Background: an optimization exercise with open tools, aiming at small area. Do not read the settings as production practice. Function was checked by simulation only, so behaviour that the tests miss may differ from the original. No activity file was given, so power comes from the tool's default toggle rates.

## design/flow/run.sh

```bash
#!/bin/bash
# synth_recipe.tcl (not shown) runs the flow's synth.tcl, then flattens the netlist and writes it again
# the make line also repeats each setting of config.mk as NAME=value (left out here)
make -C /OpenROAD-flow-scripts/flow DESIGN_CONFIG=/design/flow/config.mk WORK_HOME=/design/flow/orfs CLKGATE_MAP_FILE= SYNTH_SCRIPT=/design/flow/synth_recipe.tcl finish
```

## design/flow/design.v

```verilog
module wiegand_parity (
    input  wire [23:0] payload,
    output wire        even,
    output wire        odd
);
    assign even = ^payload[23:12];
    assign odd  = ~^payload[11:0];
endmodule
module credential_formatter (
    input  wire         en,
    input  wire [25:0]  frame,
    output reg  [207:0] bin_txt,
    output reg  [47:0]  hex_txt
);
    integer i;
    reg [3:0] nib;
    reg       lt;
    always @(*) begin
        for (i = 0; i < 26; i = i + 1)
            bin_txt[i*8 +: 8] = {2'b00, en, en, 3'b000, en & frame[25 - i]};
        for (i = 0; i < 6; i = i + 1) begin
            nib = frame[24 - 4*i -: 4];
            lt = nib[3] & (nib[2] | nib[1]);
            hex_txt[i*8 +: 8] = {1'b0, en & lt, en & !lt, en & !lt,
                                 {4{en}} & (lt ? nib - 4'd9 : nib)};
        end
    end
endmodule
module wiegand_26_parity_unit (
    input  wire         clk,
    input  wire         rst,
    input  wire         req_valid,
    output wire         req_ready,
    input  wire [28:0]  req_iw,
    input  wire [4:0]   req_txt_len,
    input  wire [247:0] req_txt,
    output wire         resp_valid,
    input  wire         resp_ready,
    output wire [2:0]   resp_status,
    output wire [25:0]  resp_res,
    output wire [1:0]   resp_warn,
    output wire [207:0] resp_bin_txt,
    output wire [47:0]  resp_hex_txt
);
    localparam OP_FROM_BIN24 = 3'd0;
    localparam OP_FROM_BIN26 = 3'd1;
    localparam OP_FROM_HEX   = 3'd2;
    localparam OP_FROM_DEC   = 3'd3;
    localparam OP_RENDER     = 3'd4;
    localparam OP_COMPUTE    = 3'd5;
    localparam OP_VALIDATE   = 3'd6;
    reg         busy;        
    reg         done;        
    reg  [2:0]  op;
    reg  [4:0]  cnt;         
    reg  [123:0] t;          
    reg  [25:0] r;
    reg         ill;         
    reg         inv;         
    reg         foor;        
    reg         covf;        
    reg         cs;          
    reg         dg;          
    wire idle = !busy && !done;
    wire [2:0]  a_op  = req_iw[28:26];
    wire [25:0] a_arg = req_iw[25:0];
    wire a_text = !a_op[2];
    wire a_ill = (a_op == 3'd7) ||
                 (a_text && (a_arg != 26'd0)) ||
                 ((a_op == OP_COMPUTE)  && (a_arg[25:24] != 2'd0)) ||
                 ((a_op == OP_VALIDATE) && (a_arg[25:4]  != 22'd0));
    function is_hex(input [7:0] c);
        is_hex = ((c[7:4] == 4'h3) && (c[3:0] <= 4'd9)) ||
                 ((c[7:4] == 4'h4 || c[7:4] == 4'h6) && (c[3:0] >= 4'd1) && (c[3:0] <= 4'd6));
    endfunction
    reg hex_ok6, hex_ok8;
    integer k;
    always @(*) begin
        hex_ok6 = 1'b1;
        hex_ok8 = (req_txt[7:0] == 8'h30) && (req_txt[15:8] == 8'h78 || req_txt[15:8] == 8'h58);
        for (k = 0; k < 6; k = k + 1) begin
            hex_ok6 = hex_ok6 & is_hex(req_txt[8*k +: 8]);
            hex_ok8 = hex_ok8 & is_hex(req_txt[8*(k+2) +: 8]);
        end
    end
    reg a_inv;
    always @(*) begin
        case (a_op)
            OP_FROM_BIN24: a_inv = (req_txt_len != 5'd24);
            OP_FROM_BIN26: a_inv = (req_txt_len != 5'd26);
            OP_FROM_HEX:   a_inv = !((req_txt_len == 5'd6 && hex_ok6) || (req_txt_len == 5'd8 && hex_ok8));
            default:       a_inv = 1'b0;
        endcase
    end
    reg [123:0] a_codes;
    reg [7:0]   c;
    reg         okc;
    always @(*) begin
        for (k = 0; k < 31; k = k + 1) begin
            c = req_txt[8*k +: 8];
            okc = (c[7:5] == 3'b001) && (c[4] ^ (c[3:0] == 4'b1100));
            if (k < 8 && a_op == OP_FROM_HEX && c[6])
                a_codes[4*k +: 4] = {1'b1, c[2:0] + 3'd1};
            else
                a_codes[4*k +: 4] = {c[3] | !okc, c[2], c[1] | !okc, c[0]};
        end
    end
    reg [4:0] a_cnt;
    always @(*) begin
        if (a_text)
            a_cnt = req_txt_len;
        else if (a_op == OP_COMPUTE)
            a_cnt = 5'd2;
        else
            a_cnt = 5'd0;
    end
    wire [3:0] h = t[3:0];
    wire h_dig = !h[3] || (h[2:1] == 2'b00);
    wire h_com = (h == 4'd12);
    wire [19:0] dec_next = {r[16:1], 3'b000} + {2'b00, r[16:1], 1'b0} + {16'd0, h};
    wire m_bin = (op == OP_FROM_BIN24) || (op == OP_FROM_BIN26);
    wire m_shl = m_bin || (op == OP_COMPUTE);
    wire m_hex = (op == OP_FROM_HEX);
    wire m_dec = (op == OP_FROM_DEC);
    wire step  = busy && (cnt != 5'd0);
    always @(posedge clk) begin
        if (rst) begin
            busy <= 1'b0;
            done <= 1'b0;
        end else if (idle) begin
            busy <= req_valid;
        end else if (busy) begin
            if (cnt == 5'd0) begin
                busy <= 1'b0;
                done <= 1'b1;
            end
        end else if (resp_ready) begin
            done <= 1'b0;
        end
        if (idle) begin
            op   <= a_op;
            cnt  <= a_cnt;
            t    <= a_codes;
            r    <= {a_arg[0], a_arg[25:1]};
            ill  <= a_ill;
            inv  <= a_inv;
            foor <= 1'b0;
            covf <= 1'b0;
            cs   <= 1'b0;
            dg   <= 1'b0;
        end else begin
            t <= {4'd0, t[123:4]};
            if (step) begin
                cnt <= cnt - 5'd1;
                if (m_shl) begin
                    r[25:2] <= r[24:1];
                    r[1]    <= (op == OP_FROM_BIN24) ? h[0] : r[0];
                    r[0]    <= (op == OP_COMPUTE) ? r[25] : h[0];
                    if (m_bin && h[3:1] != 3'd0)
                        inv <= 1'b1;
                end
                if (m_hex)
                    r[24:1] <= {r[20:1], h};
                if (m_dec) begin
                    if (h_com) begin
                        if (cs || !dg)
                            inv <= 1'b1;
                        cs   <= 1'b1;
                        dg   <= 1'b0;
                        foor <= covf || (r[16:9] != 8'd0);
                        covf <= 1'b0;
                        r[24:17] <= r[8:1];
                        r[16:1]  <= 16'd0;
                    end else if (h_dig) begin
                        dg      <= 1'b1;
                        r[16:1] <= dec_next[15:0];
                        if (dec_next[19:16] != 4'd0)
                            covf <= 1'b1;
                    end else begin
                        inv <= 1'b1;
                    end
                end
            end
        end
    end
    wire o_text = !op[2];
    wire bad    = ill || inv || foor || covf || (m_dec && !(cs && dg));
    wire ok     = done && !rst && !bad;
    wire en_t   = ok && o_text;
    wire en_r   = ok && (op == OP_RENDER);
    wire en_c   = ok && (op == OP_COMPUTE);
    wire en_v   = ok && (op == OP_VALIDATE);
    wire en_tr  = en_t || en_r;
    wire pe, po;
    wiegand_parity u_parity (
        .payload (r[24:1]),
        .even    (pe),
        .odd     (po)
    );
    wire valid = done && !rst;
    assign req_ready  = idle && !rst;
    assign resp_valid = valid;
    assign resp_status = !valid ? 3'd0 :
                         ill    ? 3'd4 :
                         (inv || (m_dec && !(cs && dg))) ? 3'd1 :
                         foor   ? 3'd2 :
                         covf   ? 3'd3 : 3'd0;
    assign resp_res[25]   = en_t & pe;
    assign resp_res[24]   = en_t & r[24];
    assign resp_res[23:4] = {20{en_tr}} & r[23:4];
    assign resp_res[3]    = (en_tr & r[3]) | (en_v & r[0]);
    assign resp_res[2]    = (en_tr & r[2]) | (en_v & r[25]);
    assign resp_res[1]    = (en_tr & r[1]) | (en_v & (r[2] ^ r[0])) | (en_c & pe);
    assign resp_res[0]    = ((en_t | en_c) & po) | (en_r & r[0]) | (en_v & (r[1] ^ r[25]));
    assign resp_warn = (en_t && op == OP_FROM_BIN26) ? {r[25] ^ pe, r[0] ^ po} : 2'b00;
    credential_formatter u_fmt (
        .en      (en_r),
        .frame   ({r[24], r[23:0], r[25]}),
        .bin_txt (resp_bin_txt),
        .hex_txt (resp_hex_txt)
    );
endmodule
```

## design/flow/config.mk

```make
export PLATFORM = sky130hd
export DESIGN_NAME = wiegand_26_parity_unit
export DESIGN_NICKNAME = wiegand_26_parity_unit
export VERILOG_FILES = /design/flow/design.v
export SDC_FILE = /design/flow/constraint.sdc
export NUM_CORES = 4
export LEC_CHECK = 0
export CAP_MARGIN = 20
export CORE_MARGIN = 2
export CORE_UTILIZATION = 30
export SLEW_MARGIN = 20
```

## design/flow/constraint.sdc

```tcl
create_clock -name core_clock -period 6.0 [get_ports {clk}]
set_input_delay 1.2000 -clock core_clock [delete_from_list [all_inputs] [get_ports {clk}]]
set_output_delay 1.2000 -clock core_clock [all_outputs]
set_load 0.01 [all_outputs]
```

==> results of run 1 <==
-- metrics by stage --
step           instances  power (uW)  instance area, um2  worst slack, ns   util
3_5_place_dp        2439        3440               16300            0.628  0.400
3_3_place_gp        2439        3420               16300            0.691  0.400
6_report            2471        4540               16800            0.687  0.414
5_1_grt             2471        4870               16800            0.460  0.414
4_1_cts             2471        4580               16800            0.624  0.414
2_1_floorplan       1715        2870               12800             1.87      -
-- per-layer routing --
layer  wire length (um)  global-route usage  share of wire
met1              16200               0.211           0.39
met2              20600               0.331           0.50
met3               3200              0.0503          0.078
met4               1120              0.0663          0.027
met5                118                   0         0.0029
-- flip-flops by register name, indices dropped and copies added, names as in the netlist --
register and flops:
t 124, r 26, cnt 5, op 3
busy 1, covf 1, cs 1, dg 1
done 1, foor 1, ill 1, inv 1
-- how the worst min path moves through the flow --
stage / start / to / depth (start not counted)
3_3_place_gp: t[31]$_DFF_P_ / t[27]$_DFF_P_ / 2
2_1_floorplan: t[19]$_DFF_P_ / t[15]$_DFF_P_ / 2
5_1_grt: t[76]$_DFF_P_ / t[72]$_DFF_P_ / 2
4_1_cts: t[74]$_DFF_P_ / t[70]$_DFF_P_ / 2
3_5_place_dp: t[116]$_DFF_P_ / t[112]$_DFF_P_ / 2
6_report: t[66]$_DFF_P_ / t[62]$_DFF_P_ / 2
-- report_power, final --
| part | switching, uW | internal, uW |
|---|---|---|
| sequential | 174 | 1350 |
| clock | 512 | 592 |
| combinational | 1060 | 844 |
| total | 1750 | 2790 |
-- cell families (layout without fill, tap and decap cells) --
group                    after synthesis  count (layout)  synth area share
flip-flops                           166             166             0.299
AO/OA/AOI/OAI                        284             284             0.154
multiplexers                           7               7           0.00570
XOR/XNOR                              94              94            0.0669
adder cells (fa/ha/maj)               86              86            0.0887
buffers and inverters                339             563             0.165
AND/OR/NAND/NOR                      603             603             0.220
other                                  1             136          0.000305
-- layout make-up --
cell class                      instances  area share
Clock buffer                           17      0.0253
Clock inverter                         15     0.00958
Inverter                               79      0.0178
Multi-Input combinational cell       1210       0.422
Sequential cell                       166       0.219
Tap cell                              532      0.0395
Timing Repair Buffer                  452       0.267
-- placed cells by master (no fill, tap or decap), types with 17 or more instances in the layout --
master and instances:
inv_1 77, a211oi_1 34, ha_1 84, clkdlybuf4s50_1 438, xor2_1 27, dfxtp_1 130
nor2_1 173, nand3_1 46, clkbuf_16 17, conb_1 136, o32a_1 46, o21ai_0 73
and2_1 29, xnor2_1 67, a21oi_1 70, edfxtp_1 36, nand2_1 260
-- critical path, cell delays in order --
cell             delay (ns)
clkdlybuf4s50_1        0.61
nor2b_1                0.18
buf_4                  0.13
and3b_1                0.18
nand2_2                0.12
or3_1                  0.44
inv_2                  0.18
buf_4                  0.40
clkdlybuf4s50_1        0.63
==> results by group, run 1 <==
Status
  • Status: finished clean

Setup path
  • Worst EP required: 4.80 ns
  • R2R Setup Slk: 2.25 ns
  • Worst Path Max Fanout: 52
  • Worst setup EP type: output port
  • Startpoint Class: primary input
  • Worst reg-to-reg path cell count: 12
  • CP startpoint: rst
  • Crit path DAT: 4.11 ns
  • Reg2reg start: r[3]$_DFFE_PP_
  • CP Class: in2out
  • Critical R2R Capture: covf$_SDFFE_PP0P_
  • Critical path destination: resp_bin_txt[76]

Global route
  • Vias in the first global route: 10700
  • Total GRT Usage: 0.186
  • Wire length of the first global-routing pass: 60000 um
  • Largest net degree at the start of global routing: 113
  • Grt total ovfl: 0
  • Antenna violations before repair: 10

Cells and area
  • Number of diodes: 0
  • Layout cells sized above 1: 0.0309
  • Layout fillers: 4159
  • Sequential Area: 0.00368 mm2
  • Area growth syn-to-layout: 36.9%
  • Final net count: 2298
  • Multi-input gate area: 0.00710 mm2

STA
  • Final Slew Violations: 0
  • Setup TNS: 0 ns
  • RSZ-0062 raised after global routing: false
  • Slew margin rel.: 0.340
  • Hold WS: 0.419 ns
  • Tmin final: 5.31 ns
  • Final setup viols: 0
  • Clock skew: 0.0131 ns
  • Hold Vio Cnt, Final: 0
  • Least-Margin Pin Slew: 0.986 ns
  • FMAX: 188 MHz
  • Final period util: 0.885

Flow run
  • # Max-Cap Violations: 0

Synth
  • Most frequent cell after synthesis: nand2_1
  • EDFF count, synth: 36
  • Unique masters post-synth: 69
  • Area of the mapped netlist: 0.0123 mm2
  • Asr flop ratio synth: 0
  • #FFs+latches synth: 166
  • Synth area leaders: dfxtp_1 21%, buf_4 12%, edfxtp_1 8.8%
  • Mean area per synthesized cell: 7.78 um2
  • Commonest register cell after synthesis: dfxtp_1
  • Synth warn: 2
  • Sequential-to-total area share from yosys stat: 0.299
  • Post-synth top cells: 260 x nand2_1, 194 x buf_4, 173 x nor2_1
  • Leading area contributor after synthesis: dfxtp_1
  • Mapped Cells: 1580
  • Share of the synthesized area in the top cell type: 0.212

Floorplanning
  • DIE WIDTH: 206 um
  • # IOs: 575
  • Total die area: 0.0426 mm2
  • Die Height: 206 um
  • Starting density of the core: 0.303
  • Core area: 0.0406 mm2
  • Row cnt: 74

Clocking
  • TritonCTS clock tree: done
  • Worst-Skew Late Latency: 0.43 ns
  • Clock transition at path regs: 0.07 ns
  • CTS resizes: 0
  • H-tree levels: 4
  • Root Buffer: clkbuf_16
  • CTS buffer count: 17
  • Postcts setup bufs: 0
  • Hold-fix buffers, CTS: 0
  • CTS max path bufs: 2
  • Clock sink total: 166

Drt
  • Via count: 11400
  • DR iter-0 viols: 584
  • Drt pass-1 iters: 5
  • Post-route DRC: 0
  • Routed WL: 41200 um
  • Remaining antenna violation count after routing: 0
  • WL per Instance: 16.7 um
  • Drt via density: 4.63

Hold path
  • Worst hold-check path type: reg2reg

Place
  • GPL Wtd Cong: 0.868
  • HPWL after DPL: 33900 um
  • Port-buffer cells: 438

Pwr
  • Max VDD drop: 0.183 mV
  • Pwr dens: 269 mW/mm2
  • Leak pwr: 0.00696 uW
==> run 2, diff against run 1 <==
==> design/flow/flow/run.sh (new file) <==
#!/bin/bash
# Standard layout, with the port buffers made from the smallest buffer cell.
set -euo pipefail
export BUFFER_PORTS_ARGS="-buffer_cell sky130_fd_sc_hd__buf_1"
bash standard.sh > standard_flow.log 2>&1
==> design/flow/standard.sh (new file) <==
#!/bin/bash
# synth_recipe.tcl (not shown) runs the flow's synth.tcl, then flattens the netlist and writes it again
# the make line also repeats each setting of config.mk as NAME=value (left out here)
make -C /OpenROAD-flow-scripts/flow DESIGN_CONFIG=/design/flow/config.mk WORK_HOME=/design/flow/orfs CLKGATE_MAP_FILE= SYNTH_SCRIPT=/design/flow/synth_recipe.tcl "${@:-finish}"
removed: design/flow/run.sh
==> run 2 against run 1 <==
Register-to-register slack got worse by 0.05 ns; still clean on timing, DRC and antenna; sequential power increased by 3%; via count increased by 1.1%; final cell count about the same; cell area decreased by 17%; non-clock buffer count decreased by 5; synthesized area unchanged; clock skew increased by 0.0079 ns; critical path type unchanged; total power decreased by 4.7%; largest cell class unchanged; global-route usage decreased by 0.42 points; wire length decreased by 2.7%.
==> results by group, run 2 <==
Status
  • Status: finished clean (unchanged)

Clocking
  • Hold-fix buffers, CTS: 0 (unchanged)
  • Postcts setup bufs: 0 (unchanged)
  • CTS resizes: 0 (unchanged)
  • Root Buffer: clkbuf_16 (unchanged)
  • Clock transition at path regs: 0.08 ns (was 0.07 ns)
  • TritonCTS clock tree: done (unchanged)
  • CTS max path bufs: 2 (unchanged)
  • Clock sink total: 166 (unchanged)
  • H-tree levels: 4 (unchanged)
  • Worst-Skew Late Latency: 0.46 ns (was 0.43 ns)
  • CTS buffer count: 17 (unchanged)

Hold path
  • Worst hold-check path type: reg2reg (unchanged)

STA
  • Setup TNS: 0 ns (unchanged)
  • Final Slew Violations: 0 (unchanged)
  • Least-Margin Pin Slew: 1.01 ns (was 0.986 ns)
  • Final period util: 0.836 (was 0.885)
  • Clock skew: 0.0210 ns (was 0.0131 ns)
  • Slew margin rel.: 0.327 (was 0.340)
  • FMAX: 199 MHz (was 188 MHz)
  • Final setup viols: 0 (unchanged)
  • Hold Vio Cnt, Final: 0 (unchanged)
  • Tmin final: 5.02 ns (was 5.31 ns)
  • RSZ-0062 raised after global routing: false (unchanged)

Synth
  • Asr flop ratio synth: 0 (unchanged)
  • #FFs+latches synth: 166 (unchanged)
  • Sequential-to-total area share from yosys stat: 0.299 (unchanged)
  • Synth area leaders: dfxtp_1 21%, buf_4 12%, edfxtp_1 8.8% (unchanged)
  • Mapped Cells: 1580 (unchanged)
  • Most frequent cell after synthesis: nand2_1 (unchanged)
  • Post-synth top cells: 260 x nand2_1, 194 x buf_4, 173 x nor2_1 (unchanged)
  • Share of the synthesized area in the top cell type: 0.212 (unchanged)
  • EDFF count, synth: 36 (unchanged)
  • Commonest register cell after synthesis: dfxtp_1 (unchanged)
  • Area of the mapped netlist: 0.0123 mm2 (unchanged)
  • Synth warn: 2 (unchanged)
  • Unique masters post-synth: 69 (unchanged)
  • Leading area contributor after synthesis: dfxtp_1 (unchanged)
  • Mean area per synthesized cell: 7.78 um2 (unchanged)

Drt
  • Drt pass-1 iters: 6 (was 5)
  • Via count: 11600 (was 11400)
  • WL per Instance: 16.2 um (was 16.7 um)
  • DR iter-0 viols: 592 (was 584)
  • Drt via density: 4.69 (was 4.63)
  • Routed WL: 40100 um (was 41200 um)
  • Remaining antenna violation count after routing: 0 (unchanged)
  • Post-route DRC: 0 (unchanged)

Setup path
  • CP bufs+invs: 4 (was 5)
  • Worst EP required: 4.80 ns (about the same)
  • Startpoint Class: primary input (unchanged)
  • Critical path's top delay family: simple AND/OR/NAND/NOR gates (was buffers and inverters)
  • Worst Path Max Fanout: 63 (was 52)
  • Crit path DAT: 3.82 ns (was 4.11 ns)
  • Crit-path slowest cell: inv_2 (was clkdlybuf4s50_1)
  • Critical Path Max Stage Delay: 0.66 ns (was 0.63 ns)
  • Worst setup EP type: output port (unchanged)
  • CP Class: in2out (unchanged)
  • Critical Path, Cell by Cell: buf_1, nor2b_1, and3b_1, nand2_2, or3_1, buf_4, inv_2, and2_1, nor2b_1, buf_1 (was clkdlybuf4s50_1, nor2b_1, buf_4, and3b_1, nand2_2, or3_1, inv_2, buf_4, clkdlybuf4s50_1)

Floorplanning
  • DIE WIDTH: 206 um (unchanged)
  • Total die area: 0.0426 mm2 (unchanged)
  • Row cnt: 74 (unchanged)
  • Die Height: 206 um (unchanged)
  • Starting density of the core: 0.303 (unchanged)
  • # IOs: 575 (unchanged)
  • Core area: 0.0406 mm2 (unchanged)

Cells and area
  • Final core occ: 0.344 (was 0.414)
  • Most frequent cells in the layout: 438 x buf_1, 260 x nand2_1, 173 x nor2_1, 136 x conb_1, 130 x dfxtp_1 (was 438 x clkdlybuf4s50_1, 260 x nand2_1, 173 x nor2_1, 136 x conb_1, 130 x dfxtp_1)
  • Biggest register: t (unchanged)
  • Layout fillers: 4367 (was 4159)
  • Largest registers: t (124), r (26), cnt (5) (unchanged)
  • Area growth syn-to-layout: 13.7% (was 36.9%)
  • Final net count: 2293 (was 2298)
  • Layout cells sized above 1: 0.0253 (was 0.0309)
  • Largest register FFs: 124 (unchanged)
  • Fin area: 0.0140 mm2 (was 0.0168 mm2)
  • Most common cell after layout, fill and taps aside: buf_1 (was clkdlybuf4s50_1)

Global route
  • Total GRT Usage: 0.181 (was 0.186)
  • Grt total ovfl: 0 (unchanged)
  • Vias in the first global route: 10600 (was 10700)
  • Wire length of the first global-routing pass: 58700 um (was 60000 um)
  • Largest net degree at the start of global routing: 113 (unchanged)
  • Antenna violations before repair: 11 (was 10)

Pwr
  • Max VDD drop: 0.195 mV (was 0.183 mV)
  • Leak pwr: 0.00577 uW (was 0.00696 uW)
  • Pwr dens: 309 mW/mm2 (was 269 mW/mm2)

Place
  • HPWL after DPL: 32400 um (was 33900 um)
  • Post-DP Area: 0.0135 mm2 (was 0.0163 mm2)
  • GPL Wtd Cong: 0.914 (was 0.868)
  • Port-buffer cells: 438 (unchanged)

Flow run
  • # Max-Cap Violations: 0 (unchanged)
==> run 2: changes by cell type in the layout (fill, tap and decap cells not counted) <==
cell,delta
buf_1,+438
buf_4,-5
inv_4,+3
clkinvlp_4,+1
inv_8,-4
clkbuf_1,+5
bufinv_16,-1
inv_6,-4
clkinv_2,+2
clkinv_4,-2
diode_2,+5
clkdlybuf4s50_1,-438
clkinv_8,-1
==> run 2: worst reg2reg max path, delay by kind of cell, from the launching register on <==
kind	cells	cell delay (ns)
adders and majority gates	2	0.84
AOI/OAI and AO/OA	7	1.56
DFF	1	0.64
buffers and inverters	2	0.33
xor gates and xnor gates	1	0.17
==> run 2: kinds of logic (layout without fill, tap and decap cells) <==
logic type,count (synthesis),in the layout,share of synthesized area
AOI/OAI and AO/OA,284,284,0.154
xor gates and xnor gates,94,94,0.0669
adders and majority gates,86,86,0.0887
buffers and inverters,339,557,0.165
DFF,166,166,0.299
muxes,7,7,0.00570
other,1,141,0.000305
and+or+nand+nor,603,603,0.220
==> run 2: final cells by class <==
class                           instances  area (um2)  area share
Antenna cell                            5        12.5    0.000895
Clock buffer                           22         444      0.0318
Clock inverter                          9        53.8     0.00385
Inverter                               79         299      0.0214
Multi-Input combinational cell       1210        7100       0.508
Sequential cell                       166        3680       0.263
Tap cell                              532         666      0.0476
Timing Repair Buffer                  447        1720       0.123
==> run 2: stage by stage <==
step | hold WS (ns) | power (uW) | worst slack [ns] | instances
after CTS | 0.413 | 4360 | 0.928 | 2465
after global routing | 0.437 | 4640 | 0.544 | 2468
after detailed placement | 0.405 | 3340 | 0.928 | 2434
after floorplan | 0.392 | 2870 | 1.87 | 1715
final | 0.415 | 4320 | 0.983 | 2470
after global placement | 0.402 | 3310 | 1.03 | 2434
==> run 2: path summary, 6_finish.rpt <==
path                                      from               end  slack [ns]  cells after the start
worst max register to register  r[3]$_DFFE_PP_   r[16]$_DFFE_PP_        2.20                     12
worst max-delay path                       rst  resp_hex_txt[38]        0.98                     10
worst min-delay path            t[116]$_DFF_P_    t[112]$_DFF_P_        0.41                      2
worst min register to register  t[116]$_DFF_P_    t[112]$_DFF_P_        0.41                      2
==> run 2: routing by layer <==
| layer | wire length [um] | share of wire | up-vias | GRT usage |
|---|---|---|---|---|
| met1 | 15900 | 0.40 | 5296 | 0.210 |
| met5 | 82 | 0.0020 | - | 0 |
| li1 | - | - | 5701 | - |
| met4 | 1240 | 0.031 | 12 | 0.0747 |
| met3 | 2950 | 0.073 | 69 | 0.0437 |
| met2 | 19900 | 0.50 | 496 | 0.319 |
==> run 2: where the power goes <==
part | leakage (uW) | switching [uW] | internal, uW
clock | 0.000245 | 470 | 524
sequential | 0.00145 | 205 | 1350
combinational | 0.00408 | 1060 | 715
total | 0.00577 | 1730 | 2590
==> run 3, diff against run 2 <==
--- a/design/flow/design.v
+++ b/design/flow/design.v
@@ -15,4 +15,5 @@
     integer i;
-    reg [3:0] nib;
+    reg [3:0] n;
     reg       lt;
+    reg [2:0] lo;
     always @(*) begin
@@ -21,6 +22,7 @@
         for (i = 0; i < 6; i = i + 1) begin
-            nib = frame[24 - 4*i -: 4];
-            lt = nib[3] & (nib[2] | nib[1]);
+            n  = frame[24 - 4*i -: 4];
+            lt = n[3] & (n[2] | n[1]);           
+            lo = lt ? {n[2] ^ (!n[1] & !n[0]), !(n[1] ^ n[0]), !n[0]} : n[2:0];
             hex_txt[i*8 +: 8] = {1'b0, en & lt, en & !lt, en & !lt,
-                                 {4{en}} & (lt ? nib - 4'd9 : nib)};
+                                 en & n[3] & !lt, {3{en}} & lo};
         end
@@ -56,2 +58,3 @@
     reg  [123:0] t;          
+    reg  [7:0]  tl;          
     reg  [25:0] r;
@@ -71,16 +74,4 @@
                  ((a_op == OP_VALIDATE) && (a_arg[25:4]  != 22'd0));
-    function is_hex(input [7:0] c);
-        is_hex = ((c[7:4] == 4'h3) && (c[3:0] <= 4'd9)) ||
-                 ((c[7:4] == 4'h4 || c[7:4] == 4'h6) && (c[3:0] >= 4'd1) && (c[3:0] <= 4'd6));
-    endfunction
-    reg hex_ok6, hex_ok8;
-    integer k;
-    always @(*) begin
-        hex_ok6 = 1'b1;
-        hex_ok8 = (req_txt[7:0] == 8'h30) && (req_txt[15:8] == 8'h78 || req_txt[15:8] == 8'h58);
-        for (k = 0; k < 6; k = k + 1) begin
-            hex_ok6 = hex_ok6 & is_hex(req_txt[8*k +: 8]);
-            hex_ok8 = hex_ok8 & is_hex(req_txt[8*(k+2) +: 8]);
-        end
-    end
+    wire a_pfx = (req_txt[7:0] == 8'h30) && (req_txt[15:14] == 2'b01) &&
+                 req_txt[12] && (req_txt[11:8] == 4'h8);    
     reg a_inv;
@@ -90,3 +81,3 @@
             OP_FROM_BIN26: a_inv = (req_txt_len != 5'd26);
-            OP_FROM_HEX:   a_inv = !((req_txt_len == 5'd6 && hex_ok6) || (req_txt_len == 5'd8 && hex_ok8));
+            OP_FROM_HEX:   a_inv = !((req_txt_len == 5'd6) || (req_txt_len == 5'd8 && a_pfx));
             default:       a_inv = 1'b0;
@@ -95,4 +86,6 @@
     reg [123:0] a_codes;
+    reg [7:0]   a_tl;
     reg [7:0]   c;
-    reg         okc;
+    reg         keep;
+    integer k;
     always @(*) begin
@@ -100,7 +93,8 @@
             c = req_txt[8*k +: 8];
-            okc = (c[7:5] == 3'b001) && (c[4] ^ (c[3:0] == 4'b1100));
-            if (k < 8 && a_op == OP_FROM_HEX && c[6])
-                a_codes[4*k +: 4] = {1'b1, c[2:0] + 3'd1};
-            else
-                a_codes[4*k +: 4] = {c[3] | !okc, c[2], c[1] | !okc, c[0]};
+            keep = (c[7:5] == 3'b001) && (c[4] ^ (c[3:0] == 4'b1100));
+            if (k < 8) begin
+                a_tl[k] = !c[7] && c[6] && !c[4];
+                keep = keep || a_tl[k];
+            end
+            a_codes[4*k +: 4] = {c[3] | !keep, c[2], c[1] | !keep, c[0]};
         end
@@ -116,6 +110,36 @@
     end
-    wire [3:0] h = t[3:0];
-    wire h_dig = !h[3] || (h[2:1] == 2'b00);
-    wire h_com = (h == 4'd12);
-    wire [19:0] dec_next = {r[16:1], 3'b000} + {2'b00, r[16:1], 1'b0} + {16'd0, h};
+    wire [3:0] h  = t[3:0];
+    wire       hl = tl[0];
+    wire h_dig = !hl && (!h[3] || (h[2:1] == 2'b00));
+    wire h_com = !hl && (h == 4'd12);
+    wire h_hex_ok = hl ? ((h[3] == 1'b0) && (h[2:0] != 3'd0) && (h[2:0] != 3'd7))
+                       : (!h[3] || (h[2:1] == 2'b00));
+    wire [3:0] h_hexval = hl ? {1'b1, h[2] ^ (h[1] & h[0]), h[1] ^ h[0], !h[0]} : h;
+    wire h_pfx = cnt[3] || (cnt[2:0] == 3'b111);
+    wire [15:0] x = r[16:1];
+    wire [19:0] ds;
+    wire [20:0] dc;
+    assign ds[0] = h[0];
+    assign ds[1] = x[0] ^ h[1];
+    assign dc[2] = x[0] & h[1];
+    assign ds[2] = x[1] ^ h[2] ^ dc[2];
+    assign dc[3] = (x[1] & h[2]) | (dc[2] & (x[1] ^ h[2]));
+    wire dk3 = h[3] | dc[3];                  
+    assign ds[3] = x[0] ^ x[2] ^ dk3;
+    assign dc[4] = (x[0] & x[2]) | (dk3 & (x[0] ^ x[2]));
+    genvar gi;
+    generate
+        for (gi = 4; gi < 20; gi = gi + 1) begin : g_dec
+            wire ai, bi;
+            if (gi - 3 < 16) begin : g_a1 assign ai = x[gi-3]; end
+            else             begin : g_a0 assign ai = 1'b0;    end
+            if (gi - 1 < 16) begin : g_b1 assign bi = x[gi-1]; end
+            else             begin : g_b0 assign bi = 1'b0;    end
+            assign ds[gi]   = ai ^ bi ^ dc[gi];
+            assign dc[gi+1] = (ai & bi) | (dc[gi] & (ai ^ bi));
+        end
+    endgenerate
+    wire dec_ovf = ds[19] | ds[18] | ds[17] | ds[16];
+    wire [4:0] cnt_dec = {cnt[4] ^ (cnt[3:0] == 4'd0), cnt[3] ^ (cnt[2:0] == 3'd0),
+                          cnt[2] ^ (cnt[1:0] == 2'd0), cnt[1] ^ !cnt[0], !cnt[0]};
     wire m_bin = (op == OP_FROM_BIN24) || (op == OP_FROM_BIN26);
@@ -143,2 +167,3 @@
             t    <= a_codes;
+            tl   <= a_tl;
             r    <= {a_arg[0], a_arg[25:1]};
@@ -151,5 +176,6 @@
         end else begin
-            t <= {4'd0, t[123:4]};
+            t  <= {4'd0, t[123:4]};
+            tl <= {1'b0, tl[7:1]};
             if (step) begin
-                cnt <= cnt - 5'd1;
+                cnt <= cnt_dec;
                 if (m_shl) begin
@@ -158,7 +184,10 @@
                     r[0]    <= (op == OP_COMPUTE) ? r[25] : h[0];
-                    if (m_bin && h[3:1] != 3'd0)
+                    if (m_bin && (hl || h[3:1] != 3'd0))
                         inv <= 1'b1;
                 end
-                if (m_hex)
-                    r[24:1] <= {r[20:1], h};
+                if (m_hex) begin
+                    r[24:1] <= {r[20:1], h_hexval};
+                    if (!h_hex_ok && !h_pfx)
+                        inv <= 1'b1;
+                end
                 if (m_dec) begin
@@ -175,4 +204,4 @@
                         dg      <= 1'b1;
-                        r[16:1] <= dec_next[15:0];
-                        if (dec_next[19:16] != 4'd0)
+                        r[16:1] <= ds[15:0];
+                        if (dec_ovf)
                             covf <= 1'b1;
==> run 3 against run 2 <==
Now fails the layout checks on negative setup slack; synthesized area fell by 6.4%; clock skew fell by 0.0076 ns; register-to-register slack got worse by 2.7 ns; combinational power fell by 16%; wire length rose by 0.57%; final cell count fell by 7.0%; critical path depth rose by 15; critical path type is now reg2reg; largest power group is now registers; largest cell class unchanged; die area fell by 6.2%; sequential power barely moved; critical endpoint is now covf$_SDFFE_PP0P_.
==> results by group, run 3 <==
Synth
  • Leading area contributor after synthesis: dfxtp_1 (unchanged)
  • EDFF count, synth: 36 (unchanged)
  • Post-synthesis mux area share: 0.0163 (was 0.00570)
  • Asr flop ratio synth: 0 (unchanged)
  • Post-Synth XOR/XNOR Area: 0.0451 (was 0.0669)
  • Synth warn: 2 (unchanged)
  • Synth Area in Compound Gates: 0.149 (was 0.154)
  • Main combinational cell family by area after synthesis: simple AND/OR/NAND/NOR gates (unchanged)
  • Unique masters post-synth: 69 (unchanged)
  • Post-Synth Simple-Gate Area: 0.229 (was 0.220)
  • Mean area per synthesized cell: 8.14 um2 (was 7.78 um2)
  • Mapped Cells: 1414 (was 1580)
  • Most frequent cell after synthesis: nand2_1 (unchanged)
  • Post-synthesis adder-cell area fraction: 0.0511 (was 0.0887)
  • Sequential-to-total area share from yosys stat: 0.334 (was 0.299)
  • Share of the synthesized area in the top cell type: 0.240 (was 0.212)
  • Post-synth top cells: 259 x nand2_1, 194 x buf_4, 138 x dfxtp_1 (was 260 x nand2_1, 194 x buf_4, 173 x nor2_1)
  • Synth area leaders: dfxtp_1 24%, buf_4 13%, edfxtp_1 9.4% (was dfxtp_1 21%, buf_4 12%, edfxtp_1 8.8%)
  • Area of the mapped netlist: 0.0115 mm2 (was 0.0123 mm2)
  • #FFs+latches synth: 174 (was 166)
  • Commonest register cell after synthesis: dfxtp_1 (unchanged)

Setup path
  • CP Class: reg2reg (was in2out)
  • Worst reg-to-reg path cell count: 25 (was 12)
  • Critical R2R Capture: covf$_SDFFE_PP0P_ (was r[16]$_DFFE_PP_)
  • Reg2reg start: r[1]$_DFFE_PP_ (was r[3]$_DFFE_PP_)
  • Worst Path Max Fanout: 2 (was 63)
  • Startpoint Class: flop (was primary input)
  • R2R Setup Slk: -0.54 ns (was 2.20 ns)
  • Worst EP required: 6.30 ns (was 4.80 ns)
  • Crit path DAT: 6.84 ns (was 3.82 ns)
  • Worst setup EP type: flop (was output port)

STA
  • Slew margin rel.: 0.445 (was 0.327)
  • Final setup viols: 2 (was 0)
  • Final period util: 1.09 (was 0.836)
  • Hold WS: 0.418 ns (was 0.415 ns)
  • Hold Vio Cnt, Final: 0 (unchanged)
  • Final Slew Violations: 0 (unchanged)
  • Least-Margin Pin Slew: 0.832 ns (was 1.01 ns)
  • Final setup margin: -0.542 ns (was 0.983 ns)
  • RSZ-0062 raised after global routing: true (was false)
  • Tmin final: 6.54 ns (was 5.02 ns)
  • FMAX: 153 MHz (was 199 MHz)
  • Clock skew: 0.0133 ns (was 0.0210 ns)

Floorplanning
  • Core area: 0.0378 mm2 (was 0.0406 mm2)
  • DIE WIDTH: 200 um (was 206 um)
  • Starting density of the core: 0.305 (was 0.303)
  • Row cnt: 71 (was 74)
  • # IOs: 575 (unchanged)
  • Total die area: 0.0400 mm2 (was 0.0426 mm2)
  • Die Height: 200 um (was 206 um)

Global route
  • Vias in the first global route: 10200 (was 10600)
  • Wire length of the first global-routing pass: 58000 um (was 58700 um)
  • Total GRT Usage: 0.193 (was 0.181)
  • Grt total ovfl: 0 (unchanged)
  • Antenna violations before repair: 2 (was 11)
  • Largest net degree at the start of global routing: 117 (was 113)

Clocking
  • H-tree levels: 4 (unchanged)
  • TritonCTS clock tree: done (unchanged)
  • Hold-fix buffers, CTS: 0 (unchanged)
  • Root Buffer: clkbuf_16 (unchanged)
  • CTS max path bufs: 2 (unchanged)
  • CTS buffer count: 17 (unchanged)
  • Worst-Skew Late Latency: 0.45 ns (was 0.46 ns)
  • Clock transition at path regs: 0.08 ns (about the same)
  • Clock sink total: 174 (was 166)

Drt
  • Routed WL: 40300 um (was 40100 um)
  • Drt pass-1 iters: 6 (unchanged)
  • Drt via density: 4.78 (was 4.69)
  • Via count: 11000 (was 11600)
  • Met2 wire length: 21200 um (was 19900 um)
  • WL per Instance: 17.6 um (was 16.2 um)
  • Top Layer Used: met4 (was met5)
  • Met1 WL: 14900 um (was 15900 um)
  • Remaining antenna violation count after routing: 0 (unchanged)
  • Met3 WL: 2590 um (was 2950 um)
  • Post-route DRC: 0 (unchanged)
  • DR iter-0 viols: 749 (was 592)

Pwr
  • Pwr dens: 311 mW/mm2 (was 309 mW/mm2)
  • Max VDD drop: 0.192 mV (was 0.195 mV)
  • Leak pwr: 0.00539 uW (was 0.00577 uW)

Cells and area
  • Final net count: 2093 (was 2293)
  • Layout cells sized above 1: 0.0589 (was 0.0253)
  • Biggest register: t (unchanged)
  • Layout fillers: 4072 (was 4367)
  • Largest registers: t (124), r (26), tl (8) (was t (124), r (26), cnt (5))
  • Fin area: 0.0134 mm2 (was 0.0140 mm2)
  • Most common cell after layout, fill and taps aside: buf_1 (unchanged)
  • Area growth syn-to-layout: 16.4% (was 13.7%)
  • Most frequent cells in the layout: 438 x buf_1, 259 x nand2_1, 138 x dfxtp_1, 136 x conb_1, 126 x nor2_1 (was 438 x buf_1, 260 x nand2_1, 173 x nor2_1, 136 x conb_1, 130 x dfxtp_1)
  • Largest register FFs: 124 (unchanged)
  • Multi-input gate area: 0.00620 mm2 (was 0.00710 mm2)
  • Sequential Area: 0.00384 mm2 (was 0.00368 mm2)

Hold path
  • Worst hold-check path type: reg2reg (unchanged)
  • Worst hold path depth: 2 (unchanged)
  • Hold endpoint: t[16]$_DFF_P_ (was t[112]$_DFF_P_)
  • Hold path startpoint: t[20]$_DFF_P_ (was t[116]$_DFF_P_)

Place
  • Port-buffer cells: 438 (unchanged)
  • HPWL after DPL: 32400 um (about the same)
  • GPL Wtd Cong: 0.929 (was 0.914)
  • Post-DP Area: 0.0128 mm2 (was 0.0135 mm2)

Status
  • Status: failed layout checks (was finished clean)
  • Failed Checks: negative setup slack

Flow run
  • # Max-Cap Violations: 0 (unchanged)
==> run 3: changes by cell type in the layout (fill, tap and decap cells not counted), sizes merged, moves of 22 or more <==
cell    delta
ha        -61
nor2      -47
a21oi     -43
o21ai     -42
xor2      -25
a211oi    -22
nand3     -22
nor3      +22
o221ai    +22
==> run 3: routing by layer <==
layer | up-vias | GRT usage
met1 | 5110 | 0.211
met5 | - | 0
met3 | 88 | 0.0338
li1 | 5213 | -
met4 | 0 | 0.0938
met2 | 566 | 0.361
==> run 3: cell families after synthesis <==
group | count (synthesis)
buffers and inverters | 334
flip-flops | 174
AO/OA/AOI/OAI | 223
adder cells (fa/ha/maj) | 38
other | 1
AND/OR/NAND/NOR | 570
multiplexers | 18
XOR/XNOR | 56
==> run 3: per-stage QoR <==
stage	setup TNS (ns)	setup slack (ns)	utilization	total power [uW]	instances
after detailed placement	-0.705	-0.570	0.338	3050	2260
after global routing	-0.941	-0.734	0.355	4440	2295
final	-0.622	-0.542	0.355	4170	2296
after global placement	-0.600	-0.506	0.338	3020	2259
after CTS	-0.607	-0.526	0.355	4210	2293
after floorplan	-0.380	-0.380	-	2610	1549
==> run 3: worst max path at each step <==
stage                              to      startpoint  slack [ns]  cells past startpoint
finish              covf$_SDFFE_PP0P_  r[1]$_DFFE_PP_       -0.54                     25
global route        covf$_SDFFE_PP0P_  r[1]$_DFFE_PP_       -0.73                     25
CTS                 covf$_SDFFE_PP0P_  r[1]$_DFFE_PP_       -0.53                     25
detailed placement  covf$_SDFFE_PP0P_  r[1]$_DFFE_PP_       -0.57                     25
global placement    covf$_SDFFE_PP0P_  r[1]$_DFFE_PP_       -0.51                     25
floorplan           covf$_SDFFE_PP0P_  r[2]$_DFFE_PP_       -0.38                     24
==> run 3: repair_timing <==
item | in CTS | in global routing
gates resized for setup | 4 | 0
setup endpoints to repair | 2 | 2
pin swaps | 1 | 1
buffers inserted | 1 | 0
==> run 3: power by group <==
part / switching (uW) / internal [uW]
Sequential: 154 / 1390
Clock: 566 / 568
Combinational: 894 / 599
Total: 1610 / 2560
==> run 3: worst max-delay path: stages, from the launching register on <==
cell and delay (ns):
edfxtp_1 0.36, ha_2 0.17, inv_1 0.05, fa_2 0.32
nor2b_4 0.13, fa_2 0.35, fa_2 0.35, fa_2 0.34
fa_2 0.34, fa_2 0.34, fa_2 0.35, fa_2 0.35
fa_2 0.35, fa_2 0.35, fa_2 0.35, inv_2 0.06
fa_1 0.15, inv_1 0.05, fa_2 0.33, inv_2 0.06
fa_1 0.17, fa_1 0.17, ha_1 0.22, or4_1 0.47
a31oi_1 0.16, nor3_1 0.06
==> run 3: area by class of cell <==
class,count,share of cell area
inverters,71,0.0203
multi-input cells,1041,0.463
clock buffers,18,0.0320
repair buffers,464,0.137
diodes,3,0.000560
well taps,511,0.0477
flip-flops and latches,174,0.287
clock inverters,14,0.0124
==> run 4, diff against run 3 <==
==> design/flow/flow/run.sh (replaced) <==
#!/bin/bash
# Standard layout, with the port buffers made from the smallest buffer cell
# and one tie cell shared by all constant outputs.
set -euo pipefail
export BUFFER_PORTS_ARGS="-buffer_cell sky130_fd_sc_hd__buf_1"
export SKIP_REPAIR_TIE_FANOUT=1
bash standard.sh > standard_flow.log 2>&1
==> run 4 against run 3 <==
The layout still fails its checks (negative setup slack); clock power grew 4%; synthesized area stayed put; total power up 1.4%; worst hold slack gained 0.0039 ns; first-iteration DRC count down 17%; sequential cell count is the same; fmax decreased by 0.91%; largest power group unchanged.
==> results by group, run 4 <==
Status
  • Status: failed layout checks (unchanged)
  • Failed Checks: negative setup slack (unchanged)

Drt
  • DR iter-0 viols: 618 (was 749)
  • Drt via density: 4.94 (was 4.78)
  • Via count: 10700 (was 11000)
  • Remaining antenna violation count after routing: 0 (unchanged)
  • WL per Instance: 18.9 um (was 17.6 um)
  • Routed WL: 40900 um (was 40300 um)
  • Drt pass-1 iters: 5 (was 6)
  • Post-route DRC: 0 (unchanged)

Place
  • Pre-CTS setup slack: -0.610 ns (was -0.570 ns)
  • Port-buffer cells: 438 (unchanged)
  • GPL Wtd Cong: 0.897 (was 0.929)
  • HPWL after DPL: 32200 um (was 32400 um)

Global route
  • Antenna violations before repair: 5 (was 2)
  • Busiest grt layer: met2 (unchanged)
  • Total GRT Usage: 0.199 (was 0.193)
  • Met1 GRT Util: 0.213 (was 0.211)
  • Met3 usage: 0.0405 (was 0.0338)
  • Wire length of the first global-routing pass: 59000 um (was 58000 um)
  • Vias in the first global route: 10300 (was 10200)
  • Grt total ovfl: 0 (unchanged)
  • Largest net degree at the start of global routing: 137 (was 117)
  • M2 GR Usage: 0.374 (was 0.361)

Hold path
  • Worst hold-check path type: reg2reg (unchanged)

Clocking
  • Root Buffer: clkbuf_16 (unchanged)
  • Hold-fix buffers, CTS: 0 (unchanged)
  • H-tree levels: 4 (unchanged)
  • Clock transition at path regs: 0.07 ns (was 0.08 ns)
  • TritonCTS clock tree: done (unchanged)
  • Worst-Skew Late Latency: 0.45 ns (about the same)
  • Postcts setup bufs: 0 (was 1)
  • Clock sink total: 174 (unchanged)
  • CTS max path bufs: 2 (unchanged)
  • CTS buffer count: 17 (unchanged)

Cells and area
  • Layout cells sized above 1: 0.0655 (was 0.0589)
  • Multi-input gate area: 0.00569 mm2 (was 0.00620 mm2)
  • Largest registers: t (124), r (26), tl (8) (unchanged)
  • Most frequent cells in the layout: 438 x buf_1, 259 x nand2_1, 138 x dfxtp_1, 126 x nor2_1, 65 x inv_1 (was 438 x buf_1, 259 x nand2_1, 138 x dfxtp_1, 136 x conb_1, 126 x nor2_1)
  • Most common cell after layout, fill and taps aside: buf_1 (unchanged)
  • Biggest register: t (unchanged)
  • Sequential Area: 0.00384 mm2 (unchanged)
  • Final net count: 1959 (was 2093)
  • Layout fillers: 4087 (was 4072)
  • Largest register FFs: 124 (unchanged)
  • Area growth syn-to-layout: 12.3% (was 16.4%)

Setup path
  • Worst setup EP type: flop (unchanged)
  • Crit path DAT: 6.90 ns (was 6.84 ns)
  • Worst EP required: 6.29 ns (was 6.30 ns)
  • Startpoint Class: flop (unchanged)
  • CP Class: reg2reg (unchanged)
  • Worst Path Max Fanout: 2 (unchanged)

STA
  • Final setup margin: -0.603 ns (was -0.542 ns)
  • Tmin final: 6.60 ns (was 6.54 ns)
  • Final Slew Violations: 0 (unchanged)
  • Final setup viols: 2 (unchanged)
  • Least-Margin Pin Slew: 1.03 ns (was 0.832 ns)
  • Setup TNS: -0.721 ns (was -0.622 ns)
  • Clock skew: 0.0242 ns (was 0.0133 ns)
  • Final period util: 1.10 (was 1.09)
  • RSZ-0062 raised after global routing: true (unchanged)
  • Slew margin rel.: 0.314 (was 0.445)
  • Hold Vio Cnt, Final: 0 (unchanged)
  • FMAX: 151 MHz (was 153 MHz)

Synth
  • Mean area per synthesized cell: 8.14 um2 (unchanged)
  • Synth warn: 2 (unchanged)
  • Asr flop ratio synth: 0 (unchanged)
  • EDFF count, synth: 36 (unchanged)
  • Mapped Cells: 1414 (unchanged)
  • Unique masters post-synth: 69 (unchanged)
  • Most frequent cell after synthesis: nand2_1 (unchanged)
  • Leading area contributor after synthesis: dfxtp_1 (unchanged)
  • #FFs+latches synth: 174 (unchanged)
  • Synth area leaders: dfxtp_1 24%, buf_4 13%, edfxtp_1 9.4% (unchanged)
  • Area of the mapped netlist: 0.0115 mm2 (unchanged)
  • Share of the synthesized area in the top cell type: 0.240 (unchanged)
  • Sequential-to-total area share from yosys stat: 0.334 (unchanged)
  • Post-synth top cells: 259 x nand2_1, 194 x buf_4, 138 x dfxtp_1 (unchanged)
  • Commonest register cell after synthesis: dfxtp_1 (unchanged)

Floorplanning
  • Die Height: 200 um (unchanged)
  • Total die area: 0.0400 mm2 (unchanged)
  • Core area: 0.0378 mm2 (unchanged)
  • Starting density of the core: 0.305 (unchanged)
  • Row cnt: 71 (unchanged)
  • DIE WIDTH: 200 um (unchanged)
  • # IOs: 575 (unchanged)

Pwr
  • Max VDD drop: 0.190 mV (was 0.192 mV)
  • Pwr dens: 327 mW/mm2 (was 311 mW/mm2)
  • Leak pwr: 0.00496 uW (was 0.00539 uW)

Flow run
  • # Max-Cap Violations: 0 (unchanged)
## run 4: timing repair
action,in CTS,in global routing
gates resized for setup,7,0
pin swaps,1,0
cloned,0,0
setup endpoints to repair,2,2
## run 4: critical path, stage by stage (launching register included)
cell,delay (ns)
edfxtp_1,0.35
ha_2,0.18
inv_2,0.04
fa_2,0.31
nor2b_4,0.13
fa_2,0.34
fa_2,0.36
fa_2,0.36
fa_2,0.35
fa_2,0.36
fa_2,0.35
fa_2,0.35
fa_2,0.35
fa_2,0.35
fa_2,0.34
inv_2,0.06
fa_2,0.18
inv_2,0.04
fa_2,0.32
inv_2,0.06
fa_1,0.16
fa_1,0.18
ha_1,0.22
or4_1,0.49
a31oi_1,0.16
nor3_1,0.06
## run 4: path summary, 6_finish.rpt
| check | start | depth (start not counted) | end | slack, ns |
|---|---|---|---|---|
| worst max-delay path | r[1]$_DFFE_PP_ | 25 | covf$_SDFFE_PP0P_ | -0.60 |
| worst min-delay path | t[56]$_DFF_P_ | 2 | t[52]$_DFF_P_ | 0.42 |
| worst max register to register | r[1]$_DFFE_PP_ | 25 | covf$_SDFFE_PP0P_ | -0.60 |
| worst min register to register | t[56]$_DFF_P_ | 2 | t[52]$_DFF_P_ | 0.42 |
## run 4: per-layer routing
layer | vias to the layer above | wire length (um)
met3 | 53 | 2690
met2 | 548 | 21500
li1 | 5085 | -
met1 | 5014 | 15400
met4 | 0 | 1340
met5 | - | 0
## run 4: per-stage QoR
stage	hold WS [ns]	utilization	std cells	total power [uW]	instance area, um2
global route	0.440	0.343	2164	4480	12900
finish	0.422	0.343	2165	4230	12900
floorplan	0.399	-	1414	2610	11500
detailed placement	0.405	0.325	2127	3060	12300
CTS	0.419	0.342	2159	4280	12900
global placement	0.404	0.325	2127	3040	12300
## run 4: report_power, final
group	switching [uW]	leakage, uW	internal [uW]
registers	150	0.00152	1390
clock network	541	0.000300	638
logic	905	0.00314	606
## run 4: layout make-up
cell class              count  share of cell area
diodes                      6             0.00116
clock buffers              17              0.0329
flip-flops and latches    174               0.297
inverters                  71              0.0210
repair buffers            465               0.143
clock inverters            15              0.0155
multi-input cells         906               0.440
well taps                 511              0.0494
## run 4: cell families after synthesis
group           after synthesis  share of synthesized area
other cells                   1                   0.000326
buf+inv                     334                      0.176
xor+xnor                     56                     0.0451
simple gates                570                      0.229
fa+ha+maj                    38                     0.0511
compound gates              223                      0.149
flops                       174                      0.334
mux                          18                     0.0163
==> run 5, diff against run 4 <==
--- a/design/flow/design.v
+++ b/design/flow/design.v
@@ -119,4 +119,4 @@
     wire [15:0] x = r[16:1];
-    wire [19:0] ds;
-    wire [20:0] dc;
+    wire [15:0] ds;
+    wire [9:2]  dc;
     assign ds[0] = h[0];
@@ -131,13 +131,21 @@
     generate
-        for (gi = 4; gi < 20; gi = gi + 1) begin : g_dec
-            wire ai, bi;
-            if (gi - 3 < 16) begin : g_a1 assign ai = x[gi-3]; end
-            else             begin : g_a0 assign ai = 1'b0;    end
-            if (gi - 1 < 16) begin : g_b1 assign bi = x[gi-1]; end
-            else             begin : g_b0 assign bi = 1'b0;    end
-            assign ds[gi]   = ai ^ bi ^ dc[gi];
-            assign dc[gi+1] = (ai & bi) | (dc[gi] & (ai ^ bi));
+        for (gi = 4; gi < 9; gi = gi + 1) begin : g_lo
+            assign ds[gi]   = x[gi-3] ^ x[gi-1] ^ dc[gi];
+            assign dc[gi+1] = (x[gi-3] & x[gi-1]) | (dc[gi] & (x[gi-3] ^ x[gi-1]));
         end
     endgenerate
-    wire dec_ovf = ds[19] | ds[18] | ds[17] | ds[16];
+    wire [15:9] ds0, ds1;
+    wire [16:9] dc0, dc1;
+    assign dc0[9] = 1'b0;
+    assign dc1[9] = 1'b1;
+    generate
+        for (gi = 9; gi < 16; gi = gi + 1) begin : g_hi
+            assign ds0[gi]   = x[gi-3] ^ x[gi-1] ^ dc0[gi];
+            assign dc0[gi+1] = (x[gi-3] & x[gi-1]) | (dc0[gi] & (x[gi-3] ^ x[gi-1]));
+            assign ds1[gi]   = x[gi-3] ^ x[gi-1] ^ dc1[gi];
+            assign dc1[gi+1] = (x[gi-3] & x[gi-1]) | (dc1[gi] & (x[gi-3] ^ x[gi-1]));
+        end
+    endgenerate
+    assign ds[15:9] = dc[9] ? ds1 : ds0;
+    wire dec_ovf = (x > 16'd6553) || (x == 16'd6553 && h >= 4'd6);
     wire [4:0] cnt_dec = {cnt[4] ^ (cnt[3:0] == 4'd0), cnt[3] ^ (cnt[2:0] == 3'd0),
==> run 5 against run 4 <==
The run now finishes clean; total power up 11%; synthesized area decreased by 0.41%; sequential cell count is the same; non-clock buffer count down 8; synthesized cell count stayed put; worst setup slack better by 0.83 ns; sequential share of layout area increased by 0.43 points; clock power shrank 5%; cell area fell by 1.4%; final cell count shrank 0.51%; critical endpoint is now r[15]$_DFFE_PP_; largest cell class unchanged; largest power group is now combinational logic.
==> results by group, run 5 <==
Setup path
  • Worst EP required: 6.15 ns (was 6.29 ns)
  • Critical Path, Cell by Cell: ha_1, inv_1, fa_1, nor2b_1, fa_2, fa_1, fa_2, fa_2, fa_1, inv_1, fa_2, o21ai_0, fa_1, fa_1, fa_1, inv_1, fa_1, fa_1, o21a_1, o22ai_1, a31oi_1
  • Critical path's top delay family: adder cells (unchanged)
  • Crit path DAT: 5.92 ns (was 6.90 ns)
  • Worst Path Max Fanout: 3 (was 2)
  • CP bufs+invs: 3 (was 4)
  • Critical Path Max Stage Delay: 0.42 ns (was 0.49 ns)
  • Startpoint Class: flop (unchanged)
  • Worst setup EP type: flop (unchanged)
  • Most frequent cell on the critical path: fa_1 (was fa_2)
  • CP Class: reg2reg (unchanged)
  • Crit-path slowest cell: fa_1 (was or4_1)

Synth
  • Leading area contributor after synthesis: dfxtp_1 (unchanged)
  • Synth warn: 2 (unchanged)
  • Most frequent cell after synthesis: nand2_1 (unchanged)
  • Area of the mapped netlist: 0.0115 mm2 (about the same)
  • Mean area per synthesized cell: 8.11 um2 (was 8.14 um2)
  • Asr flop ratio synth: 0 (unchanged)
  • EDFF count, synth: 36 (unchanged)
  • Unique masters post-synth: 65 (was 69)
  • Commonest register cell after synthesis: dfxtp_1 (unchanged)
  • Sequential-to-total area share from yosys stat: 0.335 (was 0.334)
  • #FFs+latches synth: 174 (unchanged)
  • Share of the synthesized area in the top cell type: 0.241 (was 0.240)
  • Mapped Cells: 1414 (unchanged)
  • Synth area leaders: dfxtp_1 24%, buf_4 13%, edfxtp_1 9.4% (unchanged)
  • Post-synth top cells: 246 x nand2_1, 194 x buf_4, 138 x dfxtp_1 (was 259 x nand2_1, 194 x buf_4, 138 x dfxtp_1)

Floorplanning
  • Starting density of the core: 0.304 (was 0.305)
  • Row cnt: 71 (unchanged)
  • # IOs: 575 (unchanged)
  • DIE WIDTH: 200 um (about the same)
  • Die Height: 200 um (about the same)
  • Core area: 0.0377 mm2 (was 0.0378 mm2)
  • Total die area: 0.0398 mm2 (was 0.0400 mm2)

Cells and area
  • Most common cell after layout, fill and taps aside: buf_1 (unchanged)
  • Layout cells sized above 1: 0.0402 (was 0.0655)
  • Area growth syn-to-layout: 11.2% (was 12.3%)
  • Most frequent cells in the layout: 438 x buf_1, 246 x nand2_1, 138 x dfxtp_1, 133 x nor2_1 (was 438 x buf_1, 259 x nand2_1, 138 x dfxtp_1, 126 x nor2_1, 65 x inv_1)
  • Largest registers: t (124), r (26), tl (8) (unchanged)
  • Biggest register: t (unchanged)
  • Largest register FFs: 124 (unchanged)
  • Fin area: 0.0128 mm2 (was 0.0129 mm2)
  • Final net count: 1963 (was 1959)

Place
  • Post-DP Area: 0.0121 mm2 (was 0.0123 mm2)
  • HPWL after DPL: 29000 um (was 32200 um)
  • Port-buffer cells: 438 (unchanged)
  • GPL Wtd Cong: 0.878 (was 0.897)

Pwr
  • Pwr dens: 367 mW/mm2 (was 327 mW/mm2)
  • Flop pwr share: 0.356 (was 0.364)
  • Clk pwr share: 0.239 (was 0.279)
  • Net Switching: 1850 uW (was 1600 uW)
  • Leak pwr: 0.00497 uW (was 0.00496 uW)
  • Internal power: 2830 uW (was 2630 uW)
  • Max VDD drop: 0.221 mV (was 0.190 mV)
  • Sw frac: 0.395 (was 0.377)
  • Combinational share of power: 0.405 (was 0.357)

Clocking
  • CTS max path bufs: 2 (unchanged)
  • Clock sink total: 174 (unchanged)
  • CTS buffer count: 17 (unchanged)
  • H-tree levels: 4 (unchanged)
  • Clock transition at path regs: 0.07 ns (about the same)
  • Worst-Skew Late Latency: 0.43 ns (was 0.45 ns)
  • Root Buffer: clkbuf_16 (unchanged)
  • TritonCTS clock tree: done (unchanged)
  • Postcts setup bufs: 0 (unchanged)

Drt
  • Post-route DRC: 0 (unchanged)
  • DR iter-0 viols: 551 (was 618)
  • Routed WL: 37000 um (was 40900 um)
  • Drt pass-1 iters: 5 (unchanged)
  • Drt via density: 4.85 (was 4.94)
  • Via count: 10500 (was 10700)
  • Remaining antenna violation count after routing: 0 (unchanged)
  • WL per Instance: 17.2 um (was 18.9 um)

Hold path
  • Worst hold-check path type: reg2reg (unchanged)

STA
  • Hold Vio Cnt, Final: 0 (unchanged)
  • Final Slew Violations: 0 (unchanged)
  • Final setup viols: 0 (was 2)
  • RSZ-0062 raised after global routing: false (was true)
  • Setup TNS: 0 ns (was -0.721 ns)
  • Tmin final: 5.77 ns (was 6.60 ns)
  • Hold WS: 0.418 ns (was 0.422 ns)
  • Least-Margin Pin Slew: 0.982 ns (was 1.03 ns)
  • Slew margin rel.: 0.345 (was 0.314)
  • FMAX: 173 MHz (was 151 MHz)
  • Final period util: 0.962 (was 1.10)
  • Clock skew: 0.00801 ns (was 0.0242 ns)

Flow run
  • # Max-Cap Violations: 0 (unchanged)

Global route
  • Largest net degree at the start of global routing: 137 (unchanged)
  • Total GRT Usage: 0.179 (was 0.199)
  • Vias in the first global route: 9678 (was 10300)
  • Grt total ovfl: 0 (unchanged)
  • Antenna violations before repair: 1 (was 5)
  • Wire length of the first global-routing pass: 54200 um (was 59000 um)

Status
  • Status: finished clean (was failed layout checks)
==> run 5: path summary, 6_finish.rpt <==
check	start	end	slack, ns	cells past startpoint
min	t[94]$_DFF_P_	t[90]$_DFF_P_	0.42	2
min reg2reg	t[94]$_DFF_P_	t[90]$_DFF_P_	0.42	2
max	r[1]$_DFFE_PP_	r[15]$_DFFE_PP_	0.23	21
max reg2reg	r[1]$_DFFE_PP_	r[15]$_DFFE_PP_	0.23	21
==> run 5: cell type report <==
type	count	area [um2]
Multi-Input combinational cell	913	5630
Sequential cell	174	3840
Clock buffer	22	494
Clock inverter	9	97.6
Antenna cell	1	2.50
Timing Repair Buffer	457	1790
Inverter	67	256
Tap cell	511	639
Fill cell	4082	24900
==> run 5: timing repair <==
item / 4_1_cts / 5_1_grt
hold buffers: 0 / 0
gates resized for setup: 0 / 4
setup endpoints to repair: 0 / 2
==> run 5: routing by layer <==
metal,share of wire,track usage
met2,0.52,0.328
met5,0,0
met3,0.075,0.0349
met1,0.39,0.210
met4,0.015,0.0491
==> run 5: stage by stage <==
| stage | std cells | setup WS [ns] | total power, uW | util |
|---|---|---|---|---|
| after global routing | 2154 | 0.0329 | 4990 | 0.339 |
| after CTS | 2153 | 0.104 | 4690 | 0.338 |
| after floorplan | 1414 | 0.277 | 3020 | - |
| after detailed placement | 2122 | 0.123 | 3560 | 0.322 |
| after global placement | 2122 | 0.158 | 3530 | 0.322 |
| final | 2154 | 0.231 | 4680 | 0.339 |
==> run 5: logic make-up (layout without fill, tap and decap cells) <==
group	Yosys count	count (layout)	share of synthesized area
simple gates	562	562	0.225
mux	22	22	0.0192
other cells	1	2	0.000327
compound gates	225	225	0.143
flops	174	174	0.335
fa+ha+maj	47	47	0.0591
xor+xnor	56	56	0.0428
buf+inv	327	555	0.175
==> run 5: power groups by stage <==
| stage | combinational (uW) | sequential, uW | clock (uW) |
|---|---|---|---|
| 2_1_floorplan | 1410 | 1610 | 0 |
| 6_report | 1890 | 1660 | 1120 |
| 3_5_place_dp | 1870 | 1690 | 0 |
| 3_3_place_gp | 1850 | 1690 | 0 |
| 4_1_cts | 1880 | 1660 | 1150 |
| 5_1_grt | 2110 | 1690 | 1190 |
==> run 5: worst min-delay path, cell delays in order, from the launching register on <==
cell and delay, ns:
dfxtp_1 0.31, nand2_1 0.04, nand2_1 0.05
==> run 6, diff against run 5 <==
==> design/flow/flow/run.sh (replaced) <==
#!/bin/bash
# Standard layout, with: the port buffers made from the smallest buffer cell;
# one tie cell shared by all constant outputs; a clock tree of clkbuf_8
# without dummy loads.
set -euo pipefail
export BUFFER_PORTS_ARGS="-buffer_cell sky130_fd_sc_hd__buf_1"
export SKIP_REPAIR_TIE_FANOUT=1
export CTS_ARGS="-sink_clustering_enable -repair_clock_nets -dont_use_dummy_load -buf_list sky130_fd_sc_hd__clkbuf_8 -sink_clustering_size 12"
bash standard.sh > standard_flow.log 2>&1
--- a/design/flow/config.mk
+++ b/design/flow/config.mk
@@ -9,3 +9,3 @@
 export CORE_MARGIN = 2
-export CORE_UTILIZATION = 30
+export CORE_UTILIZATION = 55
 export SLEW_MARGIN = 20
==> run 6 against run 5 <==
The run now fails in I/O pin placement (3_2_place_iop); synthesized area did not move; synthesized cell count did not move.
==> results by group, run 6 <==
Synth
  • Sequential-to-total area share from yosys stat: 0.335 (unchanged)
  • Commonest register cell after synthesis: dfxtp_1 (unchanged)
  • Synth area leaders: dfxtp_1 24%, buf_4 13%, edfxtp_1 9.4% (unchanged)
  • Post-Synth XOR/XNOR Area: 0.0428 (unchanged)
  • Area of the mapped netlist: 0.0115 mm2 (unchanged)
  • Asr flop ratio synth: 0 (unchanged)
  • Unique masters post-synth: 65 (unchanged)
  • Mapped Cells: 1414 (unchanged)
  • Post-synth top cells: 246 x nand2_1, 194 x buf_4, 138 x dfxtp_1 (unchanged)
  • Share of the synthesized area in the top cell type: 0.241 (unchanged)
  • Post-synthesis mux area share: 0.0192 (unchanged)
  • Post-Synth Simple-Gate Area: 0.225 (unchanged)
  • Mean area per synthesized cell: 8.11 um2 (unchanged)
  • EDFF count, synth: 36 (unchanged)
  • Synth Area in Compound Gates: 0.143 (unchanged)
  • Post-synthesis adder-cell area fraction: 0.0591 (unchanged)
  • Most frequent cell after synthesis: nand2_1 (unchanged)
  • Main combinational cell family by area after synthesis: simple AND/OR/NAND/NOR gates (unchanged)
  • Synth warn: 2 (unchanged)
  • Leading area contributor after synthesis: dfxtp_1 (unchanged)
  • #FFs+latches synth: 174 (unchanged)

Status
  • Stop Error: [ERROR PPL-0024] Number of IO pins (575) exceeds maximum number of available positions (528). Increase the die perimeter from 593.60um to 782.00um.
  • Failing step: I/O pin placement (3_2_place_iop)
  • Status: did not finish (was finished clean)

Floorplanning
  • Die Height: 148 um (was 200 um)
  • DIE WIDTH: 148 um (was 200 um)
  • Row cnt: 52 (was 71)
  • Starting density of the core: 0.563 (was 0.304)
==> run 6: cell counts after synthesis <==
Identical to the previous run, type by type.
==> run 6: cells by family after synthesis <==
group | count (synthesis)
fa+ha+maj | 47
other cells | 1
mux | 22
xor+xnor | 56
flops | 174
buf+inv | 327
simple gates | 562
compound gates | 225

port drivers added, routing unchanged:
The flow's constraints put no driver on any port. The routed layouts listed below were extracted and timed again, unchanged, in two steps. Step 1: set_driving_cell puts a clkbuf_16 on clk and a buf_2 on each other input, an assumption about the parent block. Step 2, shift: input delay + t, output delay - t, t = (earliest + latest rising clock arrival at the registers) / 2. This alone moves slack from input paths to output paths. Three values: ideal ports, drivers, drivers and shift; two values: the first two.
run	t (ns)	setup WS [ns]	worst register clock-pin slew, ns	worst data-port slew with drivers (ns)	pins driven straight from the clock port
run 1	0.476	0.687 / 0.661 / 0.661	0.08 / 0.08	0.10	1
run 2	0.496	0.983 / 0.935 / 0.935	0.08 / 0.08	0.10	1
run 3	0.488	-0.542 / -0.542 / -0.542	0.08 / 0.08	0.09	1
run 4	0.487	-0.603 / -0.603 / -0.603	0.08 / 0.08	0.15	1
run 5	0.484	0.231 / 0.231 / 0.231	0.07 / 0.07	0.08	1
For run 2, which loses most, drivers alone change the setup slack by -0.048 ns; drivers and shift together by -0.048 ns.
